What follows belongs to an exercise in optimizing a design on an open flow for small area, a short achievable clock period and few clock cycles; a production flow would make more cautious choices.
Only simulation tests tie the RTL to the original design; equivalence was not proved.

==> run a: inputs <==
## vm_core
module vm_core (
    input  wire        clk,
    input  wire        rst,
    input  wire [15:0] code_len,
    input  wire [16:0] pool_len,
    output wire [15:0] imem_addr,
    input  wire [63:0] imem_data,
    output wire [15:0] cp_index,
    input  wire [1:0]  cp_kind,
    input  wire [63:0] cp_value,
    input  wire [15:0] cp_window,
    input  wire [15:0] cp_nret,
    output reg         emit_valid,
    output reg         emit_ret,
    output reg  [1:0]  emit_tag,
    output reg  [63:0] emit_data,
    output reg         halted,
    output reg  [2:0]  res_kind,
    output reg  [15:0] res_ip,
    output reg  [2:0]  res_depth
);
Settings: LEC_CHECK=0, CAP_MARGIN=20, CORE_MARGIN=2, CORE_UTILIZATION=30, PLACE_DENSITY=0.45, SLEW_MARGIN=20; clock period 28.0 ns.
run.sh (not shown) runs the stock make flow with config.mk's settings and CLKGATE_MAP_FILE= SYNTH_SCRIPT=/design/flow/synth_recipe.tcl, a recipe that flattens the netlist after the stock synthesis.
==> inputs of run b, as changes to run a <==
==> flow/flow/run.sh (new file) <==
#!/bin/bash
set -euo pipefail
bash standard.sh synth > synth.log 2>&1
bash standard.sh SETUP_SLACK_MARGIN=14 finish > layout.log 2>&1
==> flow/standard.sh (new file) <==
#!/bin/bash
# synth_recipe.tcl (not shown) runs the flow's synth.tcl, then flattens the netlist and writes it again
# the make line also repeats each setting of config.mk as NAME=value (left out here)
make -C /OpenROAD-flow-scripts/flow DESIGN_CONFIG=/design/flow/config.mk WORK_HOME=/design/flow/orfs CLKGATE_MAP_FILE= SYNTH_SCRIPT=/design/flow/synth_recipe.tcl "${@:-finish}"
removed: flow/run.sh
==> notes <==
Against run a, the non-clock buffer count of run b is higher by 46.
Die area is the same in run b and run a.
Area after synthesis is the same in run a and run b.
Synthesized cell count is the same in run a and run b.
In run a the count of clock-buffer cells in the layout is lower than in run b, by 11.
Of run a and run b, run a has the higher sequential share of layout area (gap 0.20 points).
Sequential cell count is the same in run a and run b.
Core utilization: run b is higher than run a (0.23 points).
Via count: run a is lower than run b (about 1%).
Testbench counts of run a, summed over its fixed seeds: cycles 86,219.
Testbench counts of run b, summed over its fixed seeds: cycles 86,219.

* * *

==> run Z <==
Another version of the RTL of vm_core (not shown whole).
==> flow/config.mk <==
export PLATFORM = sky130hd
export DESIGN_NAME = vm_core
export DESIGN_NICKNAME = vm_core
export VERILOG_FILES = /design/flow/design.v
export SDC_FILE = /design/flow/constraint.sdc
export NUM_CORES = 8
export LEC_CHECK = 0
export CAP_MARGIN = 30
export CORE_MARGIN = 2
export CORE_UTILIZATION = 30
export PLACE_DENSITY = 0.45
export SLEW_MARGIN = 30
==> flow/constraint.sdc <==
create_clock -name core_clock -period 28.0 [get_ports {clk}]
set_input_delay 5.6000 -clock core_clock [delete_from_list [all_inputs] [get_ports {clk}]]
set_output_delay 5.6000 -clock core_clock [all_outputs]
set_load 0.01 [all_outputs]
standard.sh (not shown) runs the stock make flow with config.mk's settings and CLKGATE_MAP_FILE= SYNTH_SCRIPT=/design/flow/synth_recipe.tcl, a recipe that flattens the netlist after the stock synthesis.
==> flow/flow/run.sh <==
#!/bin/bash
set -euo pipefail
bash standard.sh synth > synth.log 2>&1
bash standard.sh SETUP_SLACK_MARGIN=21 \
    "CTS_ARGS=-sink_clustering_enable -repair_clock_nets -dont_use_dummy_load" \
    finish > layout.log 2>&1
==> inputs of run R, as changes to run Z <==
--- a/flow/design.v
+++ b/flow/design.v
@@ -81,13 +81,15 @@
     reg         esub;           
     reg         rovf, rzero;    
     reg         dst;            
     reg  [11:0] dab, dba;       
     reg  [6:0]  lza, lzb;       
     reg         mlast;          
+    reg         yb;             
     reg         dlowq;          
+    reg  [5:0]  qd;             
     reg  [63:0] res_q;          
     reg         res_v;
     wire is_int = !op[2];
     wire [63:0] abs_a, abs_b;
     wire        neg_s;
     vm_muldiv u_front (.op(op[1:0]), .a(a), .b(b), .abs_a(abs_a), .abs_b(abs_b), .neg(neg_s));
@@ -157,31 +159,36 @@
     wire [55:0] shr_in  = fa2 ? ms : dsig;
     wire        shr_big = fa2 ? (dexp > 12'd55) : (dsh > 14'd55);
     wire [5:0]  shr_amt = fa2 ? dexp[5:0] : dsh[5:0];
     wire [55:0] shr_sh  = shr_in >> shr_amt;
     wire        shr_st  = shr_big ? (|shr_in) : (|(shr_in & ~({56{1'b1}} << shr_amt)));
     wire [55:0] shr_out = {(shr_big ? 55'd0 : shr_sh[55:1]), (shr_big ? 1'b0 : shr_sh[0]) | shr_st};
+    wire [2:0]  btrip = {Q[1:0], yb};
+    wire        bone  = (btrip == 3'b001) || (btrip == 3'b010) ||
+                        (btrip == 3'b101) || (btrip == 3'b110);
+    wire        btwo  = (btrip == 3'b011) || (btrip == 3'b100);
+    wire        bneg  = btrip[2] && (btrip != 3'b111);
+    wire [63:0] bmag  = btwo ? {B[62:0], 1'b0} : (bone ? B : 64'd0);
+    wire [63:0] bterm = bneg ? ~bmag : bmag;
     wire        mfin  = (state == M_FIN) || (state == M_PREP);
     wire [63:0] vres  = (state == M_PREP) ? (is_div ? 64'd0 : A) : (is_div ? Q : A);
     reg  [63:0] ax, ay;
     reg         ac;
     always @(*) begin
         case (state)
             S_IDLE: begin ax = {1'b0, a[62:0]}; ay = ~{1'b0, b[62:0]}; ac = 1'b1; end
-            M_ITER: begin ax = A; ay = is_mul ? (Q[0] ? B : 64'd0) : ~B; ac = !is_mul; end
+            M_ITER: begin ax = A; ay = is_mul ? bterm : ~B; ac = is_mul ? bneg : 1'b1; end
             F_A3:   begin ax = {8'd0, A[55:0]}; ay = {8'd0, B[55:0]} ^ {64{esub}}; ac = esub; end
             D_F1:   begin ax = {7'd0, A[56:0]}; ay = {7'd0, B[56:0]}; ac = 1'b0; end
             default: begin ax = 64'd0; ay = neg ? ~vres : vres; ac = neg; end
         endcase
     end
     wire [64:0] sum = {1'b0, ax} + {1'b0, ay} + {64'd0, ac};
-    function [57+57+58+58-1:0] srt_step;
+    function [57+57+2-1:0] srt_step;
         input [56:0] s;
         input [56:0] c;
-        input [57:0] q;
-        input [57:0] qm;
         input [53:0] d;
         reg   [3:0]  y;
         reg   [56:0] s2, c2, yv;
         reg   [56:0] ns, nc;
         reg          qp, qn;
         begin
@@ -190,20 +197,24 @@
             qn = y[3] && (y != 4'b1111);     
             s2 = {s[55:0], 1'b0};
             c2 = {c[55:0], 1'b0};
             yv = qp ? ~{3'b000, d} : (qn ? {3'b000, d} : 57'd0);
             ns = s2 ^ c2 ^ yv;
             nc = (((s2 & c2) | (s2 & yv) | (c2 & yv)) << 1) | {56'd0, qp};
-            srt_step = {ns, nc,
-                        qn ? {qm[56:0], 1'b1} : {q[56:0], qp},
-                        qp ? {q[56:0], 1'b0}  : {qm[56:0], !qn}};
+            srt_step = {ns, nc, qp, qn};
         end
     endfunction
-    wire [229:0] st1 = srt_step(A[56:0], B[56:0], Q[57:0], QM, D);
-    wire [229:0] st2 = srt_step(st1[229:173], st1[172:116], st1[115:58], st1[57:0], D);
-    wire [229:0] st3 = srt_step(st2[229:173], st2[172:116], st2[115:58], st2[57:0], D);
+    wire [115:0] st1 = srt_step(A[56:0], B[56:0], D);
+    wire [115:0] st2 = srt_step(st1[115:59], st1[58:2], D);
+    wire [115:0] st3 = srt_step(st2[115:59], st2[58:2], D);
+    wire [3:0]  qv = ({4{qd[5]}} & 4'd4) - ({4{qd[4]}} & 4'd4) +
+                     ({4{qd[3]}} & 4'd2) - ({4{qd[2]}} & 4'd2) +
+                     ({4{qd[1]}} & 4'd1) - ({4{qd[0]}} & 4'd1);
+    wire [3:0]  qv1 = qv - 4'd1;
+    wire [57:0] q_next  = {(qv[3] ? QM[54:0] : Q[54:0]), qv[2:0]};
+    wire [57:0] qm_next = {((qv[3] || qv == 4'd0) ? QM[54:0] : Q[54:0]), qv1[2:0]};
     wire [56:0] W      = sum[56:0];
     wire        wneg   = W[56];
     wire [56:0] Sx     = A[56:0], Cx = B[56:0];
     wire [56:0] Dx     = {3'b000, D};
     wire        wzero  = ((Sx ^ Cx) == {(Sx[55:0] | Cx[55:0]), 1'b0});
     wire [56:0] s3     = Sx ^ Cx ^ Dx;
@@ -279,12 +290,13 @@
                     end else begin
                         A  <= {11'd0, 1'b1, a[51:0]};    
                         B  <= 64'd0;
                         D  <= {1'b1, b[51:0], 1'b0};
                         Q  <= 64'd0;
                         QM <= {58{1'b1}};
+                        qd <= 6'd0;
                         E  <= {3'd0, ex} - {3'd0, ey} + 14'd1023;
                         sg <= d_sign;
                         cnt <= 7'd18;
                         state <= D_IT;
                     end
                 end
@@ -295,12 +307,13 @@
                         end else begin
                             Q <= B;
                             B <= A;
                         end
                         A <= 64'd0;
                         mlast <= ((lza >= lzb) ? lza : lzb) >= 7'd63;
+                        yb    <= 1'b0;
                         state <= ((lza == 7'd64) || (lzb == 7'd64)) ? M_FIN : M_ITER;
                     end else if (lza > lzb) begin
                         state <= S_IDLE;
                     end else begin
                         Q   <= 64'd0;
                         B   <= shl_out;
@@ -309,15 +322,16 @@
                         state <= M_ITER;
                     end
                 end
                 M_ITER: begin
                     if (is_mul) begin
                         A <= sum[63:0];
-                        B <= {B[62:0], 1'b0};
-                        Q <= {1'b0, Q[63:1]};
-                        mlast <= (Q[63:2] == 62'd0);
+                        B <= {B[61:0], 2'b00};
+                        Q <= {2'b00, Q[63:2]};
+                        yb <= Q[1];
+                        mlast <= (Q[63:3] == 61'd0);
                         if (m_last) state <= neg ? M_FIN : S_IDLE;
                     end else begin
                         if (sum[64]) A <= sum[63:0];
                         Q <= {Q[62:0], sum[64]};
                         B <= {1'b0, B[63:1]};
                         cnt <= cnt - 7'd1;
@@ -366,41 +380,45 @@
                 D_SET: begin
                     A  <= {11'd0, 1'b1, A[51:0]};
                     B  <= 64'd0;
                     D  <= {1'b1, B[51:0], 1'b0};
                     Q  <= 64'd0;
                     QM <= {58{1'b1}};
+                    qd <= 6'd0;
                     E  <= E + {3'd0, A[62:52]} - {3'd0, B[62:52]} + 14'd1023;
                     sg <= A[63] ^ B[63];
                     cnt <= 7'd18;
                     state <= D_IT;
                 end
                 D_IT: begin
-                    A[56:0]  <= st3[229:173];
-                    B[56:0]  <= st3[172:116];
-                    Q[57:0]  <= st3[115:58];
-                    QM       <= st3[57:0];
                     cnt <= cnt - 7'd1;
                     if (cnt == 7'd0) state <= D_F1;
                 end
                 D_F1: begin
-                    Q[57:0] <= wneg ? QM : Q[57:0];
-                    dlowq   <= (wneg ? QM[56] : Q[56]) ? (E[13] || E == 14'd0)
-                                                     : (E[13] || E == 14'd0 || E == 14'd1);
+                    Q[57:0] <= wneg ? qm_next : q_next;
+                    dlowq   <= (wneg ? qm_next[56] : q_next[56]) ? (E[13] || E == 14'd0)
+                                                               : (E[13] || E == 14'd0 || E == 14'd1);
                     dst     <= wneg ? !wdzero : !wzero;
                     state   <= D_F2;
                 end
                 D_F2: begin
                     A[55:0] <= shr_out;
                     E[10:0] <= 11'd0;
                     rovf    <= 1'b0;
                     rzero   <= 1'b0;
                     state   <= dlowq ? F_RND : S_IDLE;
                 end
                 default: state <= S_IDLE;    
             endcase
+            if (state == D_IT) begin
+                A[56:0] <= st3[115:59];
+                B[56:0] <= st3[58:2];
+                Q[57:0] <= q_next;
+                QM      <= qm_next;
+                qd      <= {st1[1:0], st2[1:0], st3[1:0]};
+            end
         end
     end
 endmodule
 module vm_core (
     input  wire        clk,
     input  wire        rst,
==> flow/flow/run.sh (replaced) <==
#!/bin/bash
set -euo pipefail
bash standard.sh synth > synth.log 2>&1
bash standard.sh SETUP_SLACK_MARGIN=21 \
    "CTS_ARGS=-sink_clustering_enable -repair_clock_nets -dont_use_dummy_load -buf_list {sky130_fd_sc_hd__clkbuf_4 sky130_fd_sc_hd__clkbuf_8}" \
    finish > layout.log 2>&1
CAP_MARGIN = 40   (was 30)
CORE_UTILIZATION = 34   (was 30)
PLACE_DENSITY = 0.5   (was 0.45)
SLEW_MARGIN = 40   (was 30)
==> inputs of run P, as changes to run Z <==
--- a/flow/design.v
+++ b/flow/design.v
@@ -81,13 +81,15 @@
     reg         esub;           
     reg         rovf, rzero;    
     reg         dst;            
     reg  [11:0] dab, dba;       
     reg  [6:0]  lza, lzb;       
     reg         mlast;          
+    reg         yb;             
     reg         dlowq;          
+    reg  [5:0]  qd;             
     reg  [63:0] res_q;          
     reg         res_v;
     wire is_int = !op[2];
     wire [63:0] abs_a, abs_b;
     wire        neg_s;
     vm_muldiv u_front (.op(op[1:0]), .a(a), .b(b), .abs_a(abs_a), .abs_b(abs_b), .neg(neg_s));
@@ -157,31 +159,36 @@
     wire [55:0] shr_in  = fa2 ? ms : dsig;
     wire        shr_big = fa2 ? (dexp > 12'd55) : (dsh > 14'd55);
     wire [5:0]  shr_amt = fa2 ? dexp[5:0] : dsh[5:0];
     wire [55:0] shr_sh  = shr_in >> shr_amt;
     wire        shr_st  = shr_big ? (|shr_in) : (|(shr_in & ~({56{1'b1}} << shr_amt)));
     wire [55:0] shr_out = {(shr_big ? 55'd0 : shr_sh[55:1]), (shr_big ? 1'b0 : shr_sh[0]) | shr_st};
+    wire [2:0]  btrip = {Q[1:0], yb};
+    wire        bone  = (btrip == 3'b001) || (btrip == 3'b010) ||
+                        (btrip == 3'b101) || (btrip == 3'b110);
+    wire        btwo  = (btrip == 3'b011) || (btrip == 3'b100);
+    wire        bneg  = btrip[2] && (btrip != 3'b111);
+    wire [63:0] bmag  = btwo ? {B[62:0], 1'b0} : (bone ? B : 64'd0);
+    wire [63:0] bterm = bneg ? ~bmag : bmag;
     wire        mfin  = (state == M_FIN) || (state == M_PREP);
     wire [63:0] vres  = (state == M_PREP) ? (is_div ? 64'd0 : A) : (is_div ? Q : A);
     reg  [63:0] ax, ay;
     reg         ac;
     always @(*) begin
         case (state)
             S_IDLE: begin ax = {1'b0, a[62:0]}; ay = ~{1'b0, b[62:0]}; ac = 1'b1; end
-            M_ITER: begin ax = A; ay = is_mul ? (Q[0] ? B : 64'd0) : ~B; ac = !is_mul; end
+            M_ITER: begin ax = A; ay = is_mul ? bterm : ~B; ac = is_mul ? bneg : 1'b1; end
             F_A3:   begin ax = {8'd0, A[55:0]}; ay = {8'd0, B[55:0]} ^ {64{esub}}; ac = esub; end
             D_F1:   begin ax = {7'd0, A[56:0]}; ay = {7'd0, B[56:0]}; ac = 1'b0; end
             default: begin ax = 64'd0; ay = neg ? ~vres : vres; ac = neg; end
         endcase
     end
     wire [64:0] sum = {1'b0, ax} + {1'b0, ay} + {64'd0, ac};
-    function [57+57+58+58-1:0] srt_step;
+    function [57+57+2-1:0] srt_step;
         input [56:0] s;
         input [56:0] c;
-        input [57:0] q;
-        input [57:0] qm;
         input [53:0] d;
         reg   [3:0]  y;
         reg   [56:0] s2, c2, yv;
         reg   [56:0] ns, nc;
         reg          qp, qn;
         begin
@@ -190,20 +197,24 @@
             qn = y[3] && (y != 4'b1111);     
             s2 = {s[55:0], 1'b0};
             c2 = {c[55:0], 1'b0};
             yv = qp ? ~{3'b000, d} : (qn ? {3'b000, d} : 57'd0);
             ns = s2 ^ c2 ^ yv;
             nc = (((s2 & c2) | (s2 & yv) | (c2 & yv)) << 1) | {56'd0, qp};
-            srt_step = {ns, nc,
-                        qn ? {qm[56:0], 1'b1} : {q[56:0], qp},
-                        qp ? {q[56:0], 1'b0}  : {qm[56:0], !qn}};
+            srt_step = {ns, nc, qp, qn};
         end
     endfunction
-    wire [229:0] st1 = srt_step(A[56:0], B[56:0], Q[57:0], QM, D);
-    wire [229:0] st2 = srt_step(st1[229:173], st1[172:116], st1[115:58], st1[57:0], D);
-    wire [229:0] st3 = srt_step(st2[229:173], st2[172:116], st2[115:58], st2[57:0], D);
+    wire [115:0] st1 = srt_step(A[56:0], B[56:0], D);
+    wire [115:0] st2 = srt_step(st1[115:59], st1[58:2], D);
+    wire [115:0] st3 = srt_step(st2[115:59], st2[58:2], D);
+    wire [3:0]  qv = ({4{qd[5]}} & 4'd4) - ({4{qd[4]}} & 4'd4) +
+                     ({4{qd[3]}} & 4'd2) - ({4{qd[2]}} & 4'd2) +
+                     ({4{qd[1]}} & 4'd1) - ({4{qd[0]}} & 4'd1);
+    wire [3:0]  qv1 = qv - 4'd1;
+    wire [57:0] q_next  = {(qv[3] ? QM[54:0] : Q[54:0]), qv[2:0]};
+    wire [57:0] qm_next = {((qv[3] || qv == 4'd0) ? QM[54:0] : Q[54:0]), qv1[2:0]};
     wire [56:0] W      = sum[56:0];
     wire        wneg   = W[56];
     wire [56:0] Sx     = A[56:0], Cx = B[56:0];
     wire [56:0] Dx     = {3'b000, D};
     wire        wzero  = ((Sx ^ Cx) == {(Sx[55:0] | Cx[55:0]), 1'b0});
     wire [56:0] s3     = Sx ^ Cx ^ Dx;
@@ -279,12 +290,13 @@
                     end else begin
                         A  <= {11'd0, 1'b1, a[51:0]};    
                         B  <= 64'd0;
                         D  <= {1'b1, b[51:0], 1'b0};
                         Q  <= 64'd0;
                         QM <= {58{1'b1}};
+                        qd <= 6'd0;
                         E  <= {3'd0, ex} - {3'd0, ey} + 14'd1023;
                         sg <= d_sign;
                         cnt <= 7'd18;
                         state <= D_IT;
                     end
                 end
@@ -295,12 +307,13 @@
                         end else begin
                             Q <= B;
                             B <= A;
                         end
                         A <= 64'd0;
                         mlast <= ((lza >= lzb) ? lza : lzb) >= 7'd63;
+                        yb    <= 1'b0;
                         state <= ((lza == 7'd64) || (lzb == 7'd64)) ? M_FIN : M_ITER;
                     end else if (lza > lzb) begin
                         state <= S_IDLE;
                     end else begin
                         Q   <= 64'd0;
                         B   <= shl_out;
@@ -309,15 +322,16 @@
                         state <= M_ITER;
                     end
                 end
                 M_ITER: begin
                     if (is_mul) begin
                         A <= sum[63:0];
-                        B <= {B[62:0], 1'b0};
-                        Q <= {1'b0, Q[63:1]};
-                        mlast <= (Q[63:2] == 62'd0);
+                        B <= {B[61:0], 2'b00};
+                        Q <= {2'b00, Q[63:2]};
+                        yb <= Q[1];
+                        mlast <= (Q[63:3] == 61'd0);
                         if (m_last) state <= neg ? M_FIN : S_IDLE;
                     end else begin
                         if (sum[64]) A <= sum[63:0];
                         Q <= {Q[62:0], sum[64]};
                         B <= {1'b0, B[63:1]};
                         cnt <= cnt - 7'd1;
@@ -366,41 +380,45 @@
                 D_SET: begin
                     A  <= {11'd0, 1'b1, A[51:0]};
                     B  <= 64'd0;
                     D  <= {1'b1, B[51:0], 1'b0};
                     Q  <= 64'd0;
                     QM <= {58{1'b1}};
+                    qd <= 6'd0;
                     E  <= E + {3'd0, A[62:52]} - {3'd0, B[62:52]} + 14'd1023;
                     sg <= A[63] ^ B[63];
                     cnt <= 7'd18;
                     state <= D_IT;
                 end
                 D_IT: begin
-                    A[56:0]  <= st3[229:173];
-                    B[56:0]  <= st3[172:116];
-                    Q[57:0]  <= st3[115:58];
-                    QM       <= st3[57:0];
                     cnt <= cnt - 7'd1;
                     if (cnt == 7'd0) state <= D_F1;
                 end
                 D_F1: begin
-                    Q[57:0] <= wneg ? QM : Q[57:0];
-                    dlowq   <= (wneg ? QM[56] : Q[56]) ? (E[13] || E == 14'd0)
-                                                     : (E[13] || E == 14'd0 || E == 14'd1);
+                    Q[57:0] <= wneg ? qm_next : q_next;
+                    dlowq   <= (wneg ? qm_next[56] : q_next[56]) ? (E[13] || E == 14'd0)
+                                                               : (E[13] || E == 14'd0 || E == 14'd1);
                     dst     <= wneg ? !wdzero : !wzero;
                     state   <= D_F2;
                 end
                 D_F2: begin
                     A[55:0] <= shr_out;
                     E[10:0] <= 11'd0;
                     rovf    <= 1'b0;
                     rzero   <= 1'b0;
                     state   <= dlowq ? F_RND : S_IDLE;
                 end
                 default: state <= S_IDLE;    
             endcase
+            if (state == D_IT) begin
+                A[56:0] <= st3[115:59];
+                B[56:0] <= st3[58:2];
+                Q[57:0] <= q_next;
+                QM      <= qm_next;
+                qd      <= {st1[1:0], st2[1:0], st3[1:0]};
+            end
         end
     end
 endmodule
 module vm_core (
     input  wire        clk,
     input  wire        rst,
==> flow/flow/run.sh (replaced) <==
#!/bin/bash
set -euo pipefail
bash standard.sh synth > synth.log 2>&1
bash standard.sh SETUP_SLACK_MARGIN=21 \
    "CTS_ARGS=-sink_clustering_enable -repair_clock_nets -dont_use_dummy_load -buf_list {sky130_fd_sc_hd__clkbuf_4 sky130_fd_sc_hd__clkbuf_8}" \
    finish > layout.log 2>&1
CAP_MARGIN = 40   (was 30)
CORE_UTILIZATION = 37   (was 30)
PLACE_DENSITY = 0.55   (was 0.45)
SLEW_MARGIN = 40   (was 30)
==> comparison table <==
item                                                                               run R                    run P                    run Z
Register area share after synthesis                                                0.385                    0.385                    0.395
Number of instances in the synthesized netlist                                     19000                    19000                    18000
First-pass iteration count of the detailed router                                     12                       13                       13
Synth Area in Simple Gates                                                         0.146                    0.146                    0.137
Status                                                           complete, no violations  complete, no violations  complete, no violations
Count of sequential standard cells                                                  2266                     2266                     2262
FF+latch count, synth                                                               2266                     2266                     2262
Worst-Skew Late Latency                                                          1.29 ns                  1.28 ns                  1.00 ns
Post-cts sizing count                                                               1673                     1588                     1681
Diodes inserted                                                                       81                       67                       65
Destination of the critical timing path                                      cp_index[0]               u_au.qd[2]                u_au.A[6]
Core box area                                                                 0.502 mm^2               0.460 mm^2               0.552 mm^2
Global-route track usage on met3                                                   0.147                    0.167                    0.134
Clock buffer and inverter area fraction after layout                              0.0279                   0.0281                   0.0349
Post-route fraction of the period consumed by the critical path                    0.266                    0.268                    0.277
Origin of the worst setup path                                                    cpi[0]               u_au.A[54]               u_au.A[52]
Worst-margin pin slew                                                            1.07 ns                  1.11 ns                  1.25 ns
Die Y                                                                             714 um                   684 um                   748 um
Setup slack of the critical path after layout                                   20.55 ns                 20.50 ns                 20.26 ns
Post-synthesis area per instance                                               9.02 um^2                9.02 um^2                9.22 um^2
Layout cell share with drive strength beyond 1                                     0.187                    0.185                    0.194
Die outline width                                                                 714 um                   684 um                   748 um
Testbench counts of run Z, summed over its fixed seeds: cycles 98,952.
Testbench counts of run R, summed over its fixed seeds: cycles 95,993.
Testbench counts of run P, summed over its fixed seeds: cycles 95,993.

==> separate check: timing with driven ports <==
Ports are ideal in the flow. The routed layouts listed here were re-timed in OpenROAD. Step 1, drivers: a clkbuf_16 drives clk and a buf_2 each remaining input, both assumed. Step 2 also shifts input and output timing later by t, the mid clock arrival at the registers, as if the neighbouring blocks saw the same clock. Three values: no drivers, after step 1, after step 2; two values: the first two.
run | t, ns | slack for setup (ns) | worst setup path after step 2 | worst slew at a driven data input, ns
run a | 1.109 | 8.818 / 8.818 / 8.818 | register to register | 0.22
run b | 1.136 | 14.134 / 14.134 / 14.134 | register to register | 0.23
run Z | 1.083 | 20.256 / 20.256 / 19.890 | input to register | 0.11
run R | 1.296 | 20.552 / 20.426 / 19.720 | input to register | 0.10
run P | 1.331 | 20.498 / 20.453 / 19.486 | input to register | 0.13
After both steps setup and hold are still met in every run listed. The setup slack of run P, which loses most, moves by -0.045 ns with the drivers and by -1.012 ns with both steps.
